This is an optimization exercise on Yosys and OpenROAD, whose aim is small area, a short achievable clock period and few clock cycles, not a production implementation.
In this exercise RTL edits were held to simulation tests only and were not proved equivalent to the original.
Power is estimated from default activity; no workload was simulated.

==> 08-18 <==
==> flow/design.v <==
module pwm_codec (
    input  wire        clk,
    input  wire        rst,           
    input  wire        cmd_valid,
    output wire        cmd_ready,
    input  wire [31:0] cmd,
    input  wire [63:0] op_a,
    input  wire [63:0] op_b,
    input  wire [63:0] op_c,
    output reg         rsp_valid,
    output reg  [3:0]  rsp_status,
    output reg  [63:0] rsp_r0,
    output wire [63:0] rsp_r1
);
    localparam WR = 82;               
    localparam WY = 79;               
    localparam [3:0] ST_OK             = 4'd0;
    localparam [3:0] ST_ILLEGAL_OP     = 4'd1;
    localparam [3:0] ST_ARG_RANGE      = 4'd2;
    localparam [3:0] ST_FREQ_NONPOS    = 4'd3;
    localparam [3:0] ST_CLOCK_NONPOS   = 4'd4;
    localparam [3:0] ST_PRESCALE_RANGE = 4'd5;
    localparam [3:0] ST_OVERFLOW       = 4'd6;
    localparam [WY-1:0] P21   = 79'd476837158203125;
    localparam [WY-1:0] K3    = P21 << 10;    
    localparam [WR-1:0] HALF4 = {3'd0, P21 << 8};    
    localparam [WY-1:0] DIV4  = P21 << 21;    
    localparam [63:0]   P9    = 64'd1953125;
    localparam [2:0] S_IDLE  = 3'd0;
    localparam [2:0] S_MUL   = 3'd2;
    localparam [2:0] S_NORM  = 3'd3;
    localparam [2:0] S_DIV   = 3'd4;
    localparam [2:0] S_MID   = 3'd5;
    localparam [2:0] S_FIN   = 3'd6;
    reg [2:0]    state, ns;
    reg          rdy;
    reg [2:0]    op;                  
    reg          ill;                 
    reg          chk;                 
    reg          ahi;                 
    reg          ph2;                 
    reg [3:0]    err;                 
    reg [WR-1:0] r;                   
    reg [WY-1:0] y;                   
    reg          xb;                  
    reg          yovf;                
    reg          qovf;                
    reg [6:0]    cnt;                 
    reg [12:0]   r1;                  
    wire [63:0] x = rsp_r0;           
    assign cmd_ready = rdy;
    assign rsp_r1    = {51'd0, r1};
    function [2:0] booth;
        input x1, x0, xb;
        begin
            booth = {x1 & ~(x0 & xb),
                     (x1 & ~x0 & ~xb) | (~x1 & x0 & xb),
                     (x1 == x0) && (x0 == xb)};
        end
    endfunction
    reg           neg, two, b_zero;
    wire [WR-1:0] opd  = two ? {{(WR-WY-1){1'b0}}, y, 1'b0} : {{(WR-WY){1'b0}}, y};
    wire [WR:0]   sum  = {1'b0, r} + {1'b0, neg ? ~opd : opd} + {{WR{1'b0}}, neg};
    wire          ge   = sum[WR];     
    wire          r_z  = ~|r;
    wire          y_z  = ~|y;
    wire          x_hz = ~|x[63:1];
    wire          r_big = ~r[WR-1] & (|r[WR-2:78]);    
    wire [63:0]  q    = {x[63:1], x[0] & ~r_z};
    wire         a_gt4096 = (|r[WR-1:13]) | (r[12] & |r[11:0]);
    wire         b_gt4096 = (|y[WY-1:13]) | (y[12] & |y[11:0]);
    wire         b_gt4095 = |y[WY-1:12];
    wire         x_gt4096 = (|x[63:13]) | (x[12] & |x[11:0]);
    wire [11:0]  w_dif  = y[11:0] - r[11:0];
    wire [11:0]  w_res  = y[12] ? 12'd0 : r[12] ? 12'd4095 : w_dif;
    wire [12:0]  fw_w   = op[2] ? r1 : r[12:0];
    wire [11:0]  fw_d   = op[2] ? q[11:0] : y[11:0];
    wire [11:0]  fw_sum = fw_d + fw_w[11:0];
    wire         fw_all = fw_w[12] | (&fw_w[11:0]);
    wire         fw_nil = ~|fw_w;
    wire [12:0]  fw_on  = fw_all ? 13'd4096 : fw_nil ? 13'd0 : {1'b0, fw_d};
    wire [12:0]  fw_off = fw_all ? 13'd0 : fw_nil ? 13'd4096 : {1'b0, fw_sum};
    wire [8:0]   ps1    = {1'b0, op_a[7:0]} + 9'd1;
    wire [7:0]   pm1    = q[7:0] - 8'd1;
    wire [31:0]  c_w = cmd;
    wire         cmd_long = (c_w[31:4] == 28'd0) &&
                            (cmd[3:0] >= 4'd3) && (cmd[3:0] <= 4'd6);
    wire         cmd_ill  = (c_w[31:4] != 28'd0) ||
                            (cmd[3:0] == 4'd0) || (cmd[3:0] > 4'd6);
    reg  [3:0]   chk_st;
    always @(*) begin
        chk_st = 4'd0;
        case (op)
        3'd3:    if (r_z) chk_st = ST_FREQ_NONPOS;
                 else if (x_gt4096) chk_st = ST_ARG_RANGE;
        3'd4:    if (y_z) chk_st = ST_FREQ_NONPOS;
        3'd5:    if (ahi) chk_st = ST_PRESCALE_RANGE;
                 else if (y_z) chk_st = ST_CLOCK_NONPOS;
        default: if (r_z) chk_st = ST_FREQ_NONPOS;
                 else if (y_z) chk_st = ST_CLOCK_NONPOS;
        endcase
    end
    wire         chk_err = chk && (chk_st != 4'd0);
    wire         m_ovf   = r_big || (!b_zero && yovf);
    always @(*) begin
        ns = state;
        case (state)
        S_IDLE:  if (cmd_valid) ns = cmd_long ? S_MUL : S_FIN;
        S_MUL: begin
            if (chk_err)
                ns = S_FIN;
            else if (x_hz && !x[0] && !xb)
                ns = (op == 3'd4 && !ph2) ? S_MID : S_FIN;
            else if (m_ovf)
                ns = S_FIN;
            else if (x_hz)
                ns = (op == 3'd3 || op == 3'd5) ? S_NORM : S_DIV;
        end
        S_NORM: begin
            if (!ge)
                ns = (cnt == 7'd0) ? S_FIN : S_DIV;
            else if (op == 3'd5 && cnt == 7'd64)
                ns = S_FIN;
            else if (|y[77:70])
                ns = S_DIV;
        end
        S_DIV:   if (cnt == 7'd0) ns = (op == 3'd4 && !ph2) ? S_MID : S_FIN;
        S_MID: begin
            if ((|x[63:13]) || (q[12] && |q[11:0]) || (op_c == 64'd0))
                ns = S_FIN;
            else
                ns = S_MUL;
        end
        S_FIN:   ns = S_IDLE;
        default: ns = S_IDLE;
        endcase
    end
    always @(posedge clk) begin
        if (rst) begin
            state     <= S_IDLE;
            rdy       <= 1'b0;
            rsp_valid <= 1'b0;
        end else begin
            state     <= ns;
            rdy       <= (ns == S_FIN);
            rsp_valid <= 1'b0;
        end
        if (ns != S_MUL)
            {neg, two, b_zero} <= 3'b101;
        else if (state == S_MUL)
            {neg, two, b_zero} <= booth(x[3], x[2], x[1]);
        else if (state == S_MID)
            {neg, two, b_zero} <= booth(op_c[1], op_c[0], 1'b0);
        else case (cmd[2:0])
            3'd3:    {neg, two, b_zero} <= booth(op_b[1], op_b[0], 1'b0);
            3'd5, 3'd6: {neg, two, b_zero} <= booth(P9[1], P9[0], 1'b0);
            default: {neg, two, b_zero} <= booth(op_a[1], op_a[0], 1'b0);
        endcase
        case (state)
        S_IDLE: begin
            op     <= cmd[2:0];
            ill    <= cmd_ill;
            ahi    <= |op_a[63:8];
            chk    <= 1'b1;
            ph2    <= 1'b0;
            err    <= 4'd0;
            xb     <= 1'b0;
            yovf   <= 1'b0;
            qovf   <= 1'b0;
            r1     <= {4'd0, ps1};
            case (cmd[2:0])
            3'd3: begin                                    
                r      <= {{(WR-64){1'b0}}, op_a};
                y      <= K3;
                rsp_r0 <= op_b;
            end
            3'd4: begin                                    
                r      <= HALF4;
                y      <= {{(WY-64){1'b0}}, op_b};
                rsp_r0 <= op_a;
            end
            3'd5: begin                                    
                r      <= {{(WR-11){1'b0}}, ps1, 2'b00};
                y      <= {{(WY-64){1'b0}}, op_b};
                rsp_r0 <= P9;
            end
            3'd6: begin                                    
                r      <= {{(WR-66){1'b0}}, op_a, 2'b00};
                y      <= {{(WY-64){1'b0}}, op_b};
                rsp_r0 <= P9;
            end
            default: begin                                 
                r      <= {{(WR-64){1'b0}}, op_a};
                y      <= {{(WY-64){1'b0}}, op_b};
                rsp_r0 <= op_a;
            end
            endcase
        end
        S_MUL: begin
            chk <= 1'b0;
            if (chk_err)
                err <= chk_st;
            else if (m_ovf)
                err <= (op == 3'd4) ? ST_ARG_RANGE :
                       (op == 3'd5) ? ST_OVERFLOW : ST_PRESCALE_RANGE;
            if (!b_zero)
                r <= sum[WR-1:0];
            rsp_r0 <= {2'b00, x[63:2]};
            xb     <= x[1];
            yovf   <= yovf | (|y[WY-1:WY-2]);
            cnt    <= 7'd0;
            if (x_hz) begin
                case (op)
                3'd3:    y <= {{(WY-65){1'b0}}, op_a, 1'b0};          
                3'd4:    begin y <= DIV4; cnt <= 7'd12; end
                3'd5:    begin y <= {{(WY-44){1'b0}}, r1[8:0], 35'd0}; cnt <= 7'd32; end  
                default: begin y <= {{(WY-75){1'b0}}, op_a, 11'd0}; cnt <= 7'd8; end
                endcase
            end else
                y <= {y[WY-3:0], 2'b00};
        end
        S_NORM: begin
            if (!ge) begin
                y   <= {1'b0, y[WY-1:1]};
                cnt <= cnt - 7'd1;
            end else if (op == 3'd5 && cnt == 7'd64)
                err <= ST_OVERFLOW;
            else if (!(|y[77:70])) begin
                y   <= {y[WY-9:0], 8'd0};
                cnt <= cnt + 7'd8;
            end
        end
        S_DIV: begin
            if (ge)
                r <= sum[WR-1:0];
            rsp_r0 <= {x[62:0], ge};
            qovf   <= qovf | x[63];
            y      <= {1'b0, y[WY-1:1]};
            cnt    <= cnt - 7'd1;
        end
        S_MID: begin
            if ((|x[63:13]) || (q[12] && |q[11:0]))
                err <= ST_ARG_RANGE;
            r1     <= q[12:0];                        
            r      <= HALF4;
            y      <= {{(WY-64){1'b0}}, op_b};         
            rsp_r0 <= op_c;                           
            xb     <= 1'b0;
            yovf   <= 1'b0;
            ph2    <= 1'b1;
        end
        S_FIN: begin
            rsp_valid <= cmd_valid & ~rst;
            rsp_r0    <= 64'd0;
            r1        <= 13'd0;
            if (ill)
                rsp_status <= ST_ILLEGAL_OP;
            else if (err != 4'd0)
                rsp_status <= err;
            else case (op)
            3'd1: begin
                if (a_gt4096 || b_gt4096)
                    rsp_status <= ST_ARG_RANGE;
                else begin
                    rsp_status <= ST_OK;
                    rsp_r0     <= {52'd0, w_res};
                end
            end
            3'd2: begin
                if (a_gt4096 || b_gt4095)
                    rsp_status <= ST_ARG_RANGE;
                else begin
                    rsp_status <= ST_OK;
                    rsp_r0     <= {51'd0, fw_on};
                    r1         <= fw_off;
                end
            end
            3'd4: begin
                if ((|x[63:13]) || q[12])
                    rsp_status <= ST_ARG_RANGE;
                else begin
                    rsp_status <= ST_OK;
                    rsp_r0     <= {51'd0, fw_on};
                    r1         <= fw_off;
                end
            end
            3'd6: begin
                if ((|x[63:9]) || (q[8] && |q[7:0]) || (q[8:0] == 9'd0))
                    rsp_status <= ST_PRESCALE_RANGE;
                else begin
                    rsp_status <= ST_OK;
                    rsp_r0     <= {56'd0, pm1};
                end
            end
            default: begin  
                if (qovf)
                    rsp_status <= ST_OVERFLOW;
                else begin
                    rsp_status <= ST_OK;
                    rsp_r0     <= q;
                end
            end
            endcase
        end
        default: ;
        endcase
    end
endmodule
==> flow/flow/run.sh <==
#!/bin/bash
# The standard layout (standard.sh, all steps to finish), except that the
# buffers buffer_ports puts on every input and output port are buf_1 cells.
set -e
export BUFFER_PORTS_ARGS="-buffer_cell sky130_fd_sc_hd__buf_1"
bash standard.sh > standard.log 2>&1
==> flow/standard.sh <==
#!/bin/bash
# synth_recipe.tcl (not shown) runs the flow's synth.tcl, then flattens the netlist and writes it again
# the make line also repeats each setting of config.mk as NAME=value (left out here)
make -C /OpenROAD-flow-scripts/flow DESIGN_CONFIG=/design/flow/config.mk WORK_HOME=/design/flow/orfs CLKGATE_MAP_FILE= SYNTH_SCRIPT=/design/flow/synth_recipe.tcl "${@:-finish}"
==> flow/config.mk <==
export PLATFORM = sky130hd
export DESIGN_NAME = pwm_codec
export DESIGN_NICKNAME = pwm_codec
export VERILOG_FILES = /design/flow/design.v
export SDC_FILE = /design/flow/constraint.sdc
export NUM_CORES = 4
export LEC_CHECK = 0
export CAP_MARGIN = 30
export CORE_MARGIN = 2
export CORE_UTILIZATION = 40
export CTS_BUF_LIST = sky130_fd_sc_hd__clkbuf_4 sky130_fd_sc_hd__clkbuf_8
export SETUP_SLACK_MARGIN = 5
export SLEW_MARGIN = 30
export TNS_END_PERCENT = 5
==> flow/constraint.sdc <==
create_clock -name core_clock -period 10.0 [get_ports {clk}]
set_input_delay 2.0000 -clock core_clock [delete_from_list [all_inputs] [get_ports {clk}]]
set_output_delay 2.0000 -clock core_clock [all_outputs]
set_load 0.01 [all_outputs]
==> 05-27 (differences from 08-18) <==
==> flow/design.v, changed modules only <==
module pwm_codec (
    input  wire        clk,
    input  wire        rst,           
    input  wire        cmd_valid,
    output wire        cmd_ready,
    input  wire [31:0] cmd,
    input  wire [63:0] op_a,
    input  wire [63:0] op_b,
    input  wire [63:0] op_c,
    output reg         rsp_valid,
    output reg  [3:0]  rsp_status,
    output reg  [63:0] rsp_r0,
    output wire [63:0] rsp_r1
);
    localparam WR = 82;               
    localparam WY = 79;               
    localparam [3:0] ST_OK             = 4'd0;
    localparam [3:0] ST_ILLEGAL_OP     = 4'd1;
    localparam [3:0] ST_ARG_RANGE      = 4'd2;
    localparam [3:0] ST_FREQ_NONPOS    = 4'd3;
    localparam [3:0] ST_CLOCK_NONPOS   = 4'd4;
    localparam [3:0] ST_PRESCALE_RANGE = 4'd5;
    localparam [3:0] ST_OVERFLOW       = 4'd6;
    localparam [WY-1:0] P21   = 79'd476837158203125;
    localparam [WY-1:0] K3    = P21 << 10;    
    localparam [WR-1:0] HALF4 = {3'd0, P21 << 8};    
    localparam [WY-1:0] DIV4  = P21 << 22;    
    localparam [63:0]   P9    = 64'd1953125;
    localparam [2:0] S_IDLE  = 3'd0;
    localparam [2:0] S_MUL   = 3'd2;
    localparam [2:0] S_NORM  = 3'd3;
    localparam [2:0] S_DIV   = 3'd4;
    localparam [2:0] S_MID   = 3'd5;
    localparam [2:0] S_FIN   = 3'd6;
    reg [2:0]    state, ns;
    reg          rdy;
    reg [2:0]    op;                  
    reg          ill;                 
    reg          chk;                 
    reg          ahi;                 
    reg          ph2;                 
    reg [3:0]    err;                 
    reg [WR-1:0] r;                   
    reg [WY-1:0] y;                   
    reg          xb;                  
    reg          yovf;                
    reg          qovf;                
    reg [6:0]    cnt;                 
    reg [12:0]   r1;                  
    wire [63:0] x = rsp_r0;           
    assign cmd_ready = rdy;
    assign rsp_r1    = {51'd0, r1};
    function [11:0] width_of;
        input [12:0] on_t;
        input [12:0] off_t;
        reg   [13:0] t;
        begin
            if (off_t > 13'd4095)
                width_of = 12'd0;
            else if (on_t > 13'd4095)
                width_of = 12'd4095;
            else if (on_t <= off_t)
                width_of = off_t[11:0] - on_t[11:0];
            else begin
                t = 14'd4096 + {1'b0, off_t} - {1'b0, on_t};
                width_of = t[11:0];
            end
        end
    endfunction
    function [25:0] from_width;
        input [12:0] w;
        input [12:0] d;
        reg   [13:0] off_t;
        begin
            if (w >= 13'd4095)
                from_width = {13'd4096, 13'd0};
            else if (w == 13'd0)
                from_width = {13'd0, 13'd4096};
            else begin
                off_t = {1'b0, d} + {1'b0, w};
                if (off_t > 14'd4095)
                    off_t = off_t - 14'd4096;
                from_width = {d, off_t[12:0]};
            end
        end
    endfunction
    wire         mul   = (state == S_MUL);
    wire         b_zero = (x[1] == x[0]) && (x[0] == xb);
    wire         b_neg = x[1] & ~(x[0] & xb);
    wire         b_two = (x[1] & ~x[0] & ~xb) | (~x[1] & x[0] & xb);
    wire          neg  = ~mul | b_neg;
    wire          two  = mul & b_two;
    wire [WR-1:0] opd  = two ? {{(WR-WY-1){1'b0}}, y, 1'b0} : {{(WR-WY){1'b0}}, y};
    wire [WR:0]   sum  = {1'b0, r} + {1'b0, neg ? ~opd : opd} + {{WR{1'b0}}, neg};
    wire          ge   = sum[WR];     
    wire          r_z  = ~|r;
    wire          y_z  = ~|y;
    wire          x_hz = ~|x[63:1];
    wire          r_big = ~r[WR-1] & (|r[WR-2:78]);    
    wire [63:0]  q    = {x[63:1], x[0] & ~r_z};
    wire         a_gt4096 = (|r[WR-1:13]) | (r[12] & |r[11:0]);
    wire         b_gt4096 = (|y[WY-1:13]) | (y[12] & |y[11:0]);
    wire         b_gt4095 = |y[WY-1:12];
    wire         x_gt4096 = (|x[63:13]) | (x[12] & |x[11:0]);
    wire [11:0]  w_res  = width_of(r[12:0], y[12:0]);
    wire [12:0]  fw_w   = op[2] ? r1 : r[12:0];
    wire [12:0]  fw_d   = op[2] ? q[12:0] : y[12:0];
    wire [25:0]  fw     = from_width(fw_w, fw_d);
    wire [8:0]   ps1    = {1'b0, op_a[7:0]} + 9'd1;
    wire [7:0]   pm1    = q[7:0] - 8'd1;
    wire [31:0]  c_w = cmd;
    wire         cmd_long = (c_w[31:4] == 28'd0) &&
                            (cmd[3:0] >= 4'd3) && (cmd[3:0] <= 4'd6);
    wire         cmd_ill  = (c_w[31:4] != 28'd0) ||
                            (cmd[3:0] == 4'd0) || (cmd[3:0] > 4'd6);
    reg  [3:0]   chk_st;
    always @(*) begin
        chk_st = 4'd0;
        case (op)
        3'd3:    if (r_z) chk_st = ST_FREQ_NONPOS;
                 else if (x_gt4096) chk_st = ST_ARG_RANGE;
        3'd4:    if (y_z) chk_st = ST_FREQ_NONPOS;
        3'd5:    if (ahi) chk_st = ST_PRESCALE_RANGE;
                 else if (y_z) chk_st = ST_CLOCK_NONPOS;
        default: if (r_z) chk_st = ST_FREQ_NONPOS;
                 else if (y_z) chk_st = ST_CLOCK_NONPOS;
        endcase
    end
    wire         chk_err = chk && (chk_st != 4'd0);
    wire         m_ovf   = r_big || (!b_zero && yovf);
    always @(*) begin
        ns = state;
        case (state)
        S_IDLE:  if (cmd_valid) ns = cmd_long ? S_MUL : S_FIN;
        S_MUL: begin
            if (chk_err)
                ns = S_FIN;
            else if (x_hz && !x[0] && !xb)
                ns = (op == 3'd4 && !ph2) ? S_MID : S_FIN;
            else if (m_ovf)
                ns = S_FIN;
            else if (x_hz)
                ns = (op == 3'd3 || op == 3'd5) ? S_NORM : S_DIV;
        end
        S_NORM: begin
            if (!ge)
                ns = (cnt == 7'd0) ? S_FIN : S_DIV;
            else if (op == 3'd5 && cnt == 7'd64)
                ns = S_FIN;
            else if (|y[77:70])
                ns = S_DIV;
        end
        S_DIV:   if (cnt == 7'd0) ns = (op == 3'd4 && !ph2) ? S_MID : S_FIN;
        S_MID: begin
            if ((|x[63:13]) || (q[12] && |q[11:0]))
                ns = S_FIN;
            else
                ns = S_MUL;
        end
        S_FIN:   ns = S_IDLE;
        default: ns = S_IDLE;
        endcase
    end
    always @(posedge clk) begin
        if (rst) begin
            state     <= S_IDLE;
            rdy       <= 1'b0;
            rsp_valid <= 1'b0;
        end else begin
            state     <= ns;
            rdy       <= (ns == S_FIN);
            rsp_valid <= 1'b0;
        end
        case (state)
        S_IDLE: begin
            op     <= cmd[2:0];
            ill    <= cmd_ill;
            ahi    <= |op_a[63:8];
            chk    <= 1'b1;
            ph2    <= 1'b0;
            err    <= 4'd0;
            xb     <= 1'b0;
            yovf   <= 1'b0;
            qovf   <= 1'b0;
            r1     <= {4'd0, ps1};
            case (cmd[2:0])
            3'd3: begin                                    
                r      <= {{(WR-64){1'b0}}, op_a};
                y      <= K3;
                rsp_r0 <= op_b;
            end
            3'd4: begin                                    
                r      <= HALF4;
                y      <= {{(WY-64){1'b0}}, op_b};
                rsp_r0 <= op_a;
            end
            3'd5: begin                                    
                r      <= {{(WR-11){1'b0}}, ps1, 2'b00};
                y      <= {{(WY-64){1'b0}}, op_b};
                rsp_r0 <= P9;
            end
            3'd6: begin                                    
                r      <= {{(WR-66){1'b0}}, op_a, 2'b00};
                y      <= {{(WY-64){1'b0}}, op_b};
                rsp_r0 <= P9;
            end
            default: begin                                 
                r      <= {{(WR-64){1'b0}}, op_a};
                y      <= {{(WY-64){1'b0}}, op_b};
                rsp_r0 <= op_a;
            end
            endcase
        end
        S_MUL: begin
            chk <= 1'b0;
            if (chk_err)
                err <= chk_st;
            else if (m_ovf)
                err <= (op == 3'd4) ? ST_ARG_RANGE :
                       (op == 3'd5) ? ST_OVERFLOW : ST_PRESCALE_RANGE;
            if (!b_zero)
                r <= sum[WR-1:0];
            rsp_r0 <= {2'b00, x[63:2]};
            xb     <= x[1];
            yovf   <= yovf | (|y[WY-1:WY-2]);
            cnt    <= 7'd0;
            if (x_hz) begin
                case (op)
                3'd3:    y <= {{(WY-65){1'b0}}, op_a, 1'b0};          
                3'd4:    begin y <= DIV4; cnt <= 7'd13; end
                3'd5:    y <= {{(WY-12){1'b0}}, r1[8:0], 3'b000};     
                default: begin y <= {{(WY-76){1'b0}}, op_a, 12'd0}; cnt <= 7'd9; end
                endcase
            end else
                y <= {y[WY-3:0], 2'b00};
        end
        S_NORM: begin
            if (!ge) begin
                y   <= {1'b0, y[WY-1:1]};
                cnt <= cnt - 7'd1;
            end else if (op == 3'd5 && cnt == 7'd64)
                err <= ST_OVERFLOW;
            else if (!(|y[77:70])) begin
                y   <= {y[WY-9:0], 8'd0};
                cnt <= cnt + 7'd8;
            end
        end
        S_DIV: begin
            if (ge)
                r <= sum[WR-1:0];
            rsp_r0 <= {x[62:0], ge};
            qovf   <= qovf | x[63];
            y      <= {1'b0, y[WY-1:1]};
            cnt    <= cnt - 7'd1;
        end
        S_MID: begin
            if ((|x[63:13]) || (q[12] && |q[11:0]))
                err <= ST_ARG_RANGE;
            r1     <= q[12:0];                        
            r      <= HALF4;
            y      <= {{(WY-64){1'b0}}, op_b};         
            rsp_r0 <= op_c;                           
            xb     <= 1'b0;
            yovf   <= 1'b0;
            ph2    <= 1'b1;
        end
        S_FIN: begin
            rsp_valid <= cmd_valid & ~rst;
            rsp_r0    <= 64'd0;
            r1        <= 13'd0;
            if (ill)
                rsp_status <= ST_ILLEGAL_OP;
            else if (err != 4'd0)
                rsp_status <= err;
            else case (op)
            3'd1: begin
                if (a_gt4096 || b_gt4096)
                    rsp_status <= ST_ARG_RANGE;
                else begin
                    rsp_status <= ST_OK;
                    rsp_r0     <= {52'd0, w_res};
                end
            end
            3'd2: begin
                if (a_gt4096 || b_gt4095)
                    rsp_status <= ST_ARG_RANGE;
                else begin
                    rsp_status <= ST_OK;
                    rsp_r0     <= {51'd0, fw[25:13]};
                    r1         <= fw[12:0];
                end
            end
            3'd4: begin
                if ((|x[63:13]) || q[12])
                    rsp_status <= ST_ARG_RANGE;
                else begin
                    rsp_status <= ST_OK;
                    rsp_r0     <= {51'd0, fw[25:13]};
                    r1         <= fw[12:0];
                end
            end
            3'd6: begin
                if ((|x[63:9]) || (q[8] && |q[7:0]) || (q[8:0] == 9'd0))
                    rsp_status <= ST_PRESCALE_RANGE;
                else begin
                    rsp_status <= ST_OK;
                    rsp_r0     <= {56'd0, pm1};
                end
            end
            default: begin  
                if (qovf)
                    rsp_status <= ST_OVERFLOW;
                else begin
                    rsp_status <= ST_OK;
                    rsp_r0     <= q;
                end
            end
            endcase
        end
        default: ;
        endcase
    end
endmodule
==> flow/run.sh (new file) <==
#!/bin/bash
# synth_recipe.tcl (not shown) runs the flow's synth.tcl, then flattens the netlist and writes it again
# the make line also repeats each setting of config.mk as NAME=value (left out here)
make -C /OpenROAD-flow-scripts/flow DESIGN_CONFIG=/design/flow/config.mk WORK_HOME=/design/flow/orfs CLKGATE_MAP_FILE= SYNTH_SCRIPT=/design/flow/synth_recipe.tcl finish
==> flow/config.mk (replaced) <==
export PLATFORM = sky130hd
export DESIGN_NAME = pwm_codec
export DESIGN_NICKNAME = pwm_codec
export VERILOG_FILES = /design/flow/design.v
export SDC_FILE = /design/flow/constraint.sdc
export NUM_CORES = 4
export LEC_CHECK = 0
export CAP_MARGIN = 20
export CORE_MARGIN = 2
export CORE_UTILIZATION = 40
export SETUP_SLACK_MARGIN = 5
export SLEW_MARGIN = 20
removed: flow/flow/run.sh
removed: flow/standard.sh
==> 10-21 (differences from 08-18) <==
--- a/flow/config.mk
+++ b/flow/config.mk
@@ -9,5 +9,4 @@
 export CORE_MARGIN = 2
 export CORE_UTILIZATION = 40
-export CTS_BUF_LIST = sky130_fd_sc_hd__clkbuf_4 sky130_fd_sc_hd__clkbuf_8
 export SETUP_SLACK_MARGIN = 5
 export SLEW_MARGIN = 30
==> qor summary <==
quantity	08-18	05-27	10-21
Run status	complete, no violations	finished with violations	complete, no violations
Violated checks	-	capacitance limit, slew limit	-
Flop-to-flop setup slack	4.85 ns	4.80 ns	5.12 ns
Number of antenna cells inserted	9	3	11
Non-Clock Inverter Count	116	114	116
Die outline width	262.7 µm	262 µm	262.7 µm
Count of unique library cells instantiated by Yosys	88	94	88
Sequential Power	3.07 mW	3.17 mW	3.05 mW
Highest ir drop seen on vdd	156.7 µV	190.7 µV	183.6 µV
Met2 wire len	56,800 µm	57,850 µm	56,930 µm
Number of search-and-repair iterations in the first detailed-routing pass	9	10	11
Portion of total power attributed to sequential cells	24.3%	21.2%	23.6%
Placed Instances	4,315	4,260	4,315
Total non-filler cell area in the finished layout	0.02986 mm²	0.03366 mm²	0.03016 mm²
Number of sinks driven by the clock tree	269	266	269
Testbench counts of 08-18, summed over its fixed seeds: cycles 78,842.
Testbench counts of 05-27, summed over its fixed seeds: cycles 81,614.
Testbench counts of 10-21, summed over its fixed seeds: cycles 78,842.

## re-timing with driven ports
No port has a modelled driver above. Below, the same layouts with a new extraction and two added sets of constraints.
Step 1 assumes that a clkbuf_16 drives the clock port and a buf_2 every other input.
Step 2 adds t to the input delays and takes it off the output delays; t is the mean of the earliest and latest rising clock arrival at the registers after step 1. Input paths then give back, and output paths get back, about the clock's delay inside the block.
a / b / c = ideal / step 1 / step 2; a / b = the first two.
run | shift t [ns] | slack for setup (ns) | hold WS [ns] | slew at the worst register clock pin (ns)
08-18 | 0.766 | 4.851 / 4.851 / 4.356 | 0.590 / 0.590 / 0.590 | 0.07 / 0.07
05-27 | 0.661 | 4.797 / 4.797 / 4.656 | 0.631 / 0.631 / 0.631 | 0.06 / 0.06
10-21 | 0.650 | 5.099 / 5.076 / 4.426 | 0.595 / 0.595 / 0.595 | 0.07 / 0.07
The setup slack of 10-21, which loses most, moves by -0.023 ns with the drivers and by -0.673 ns with both steps.
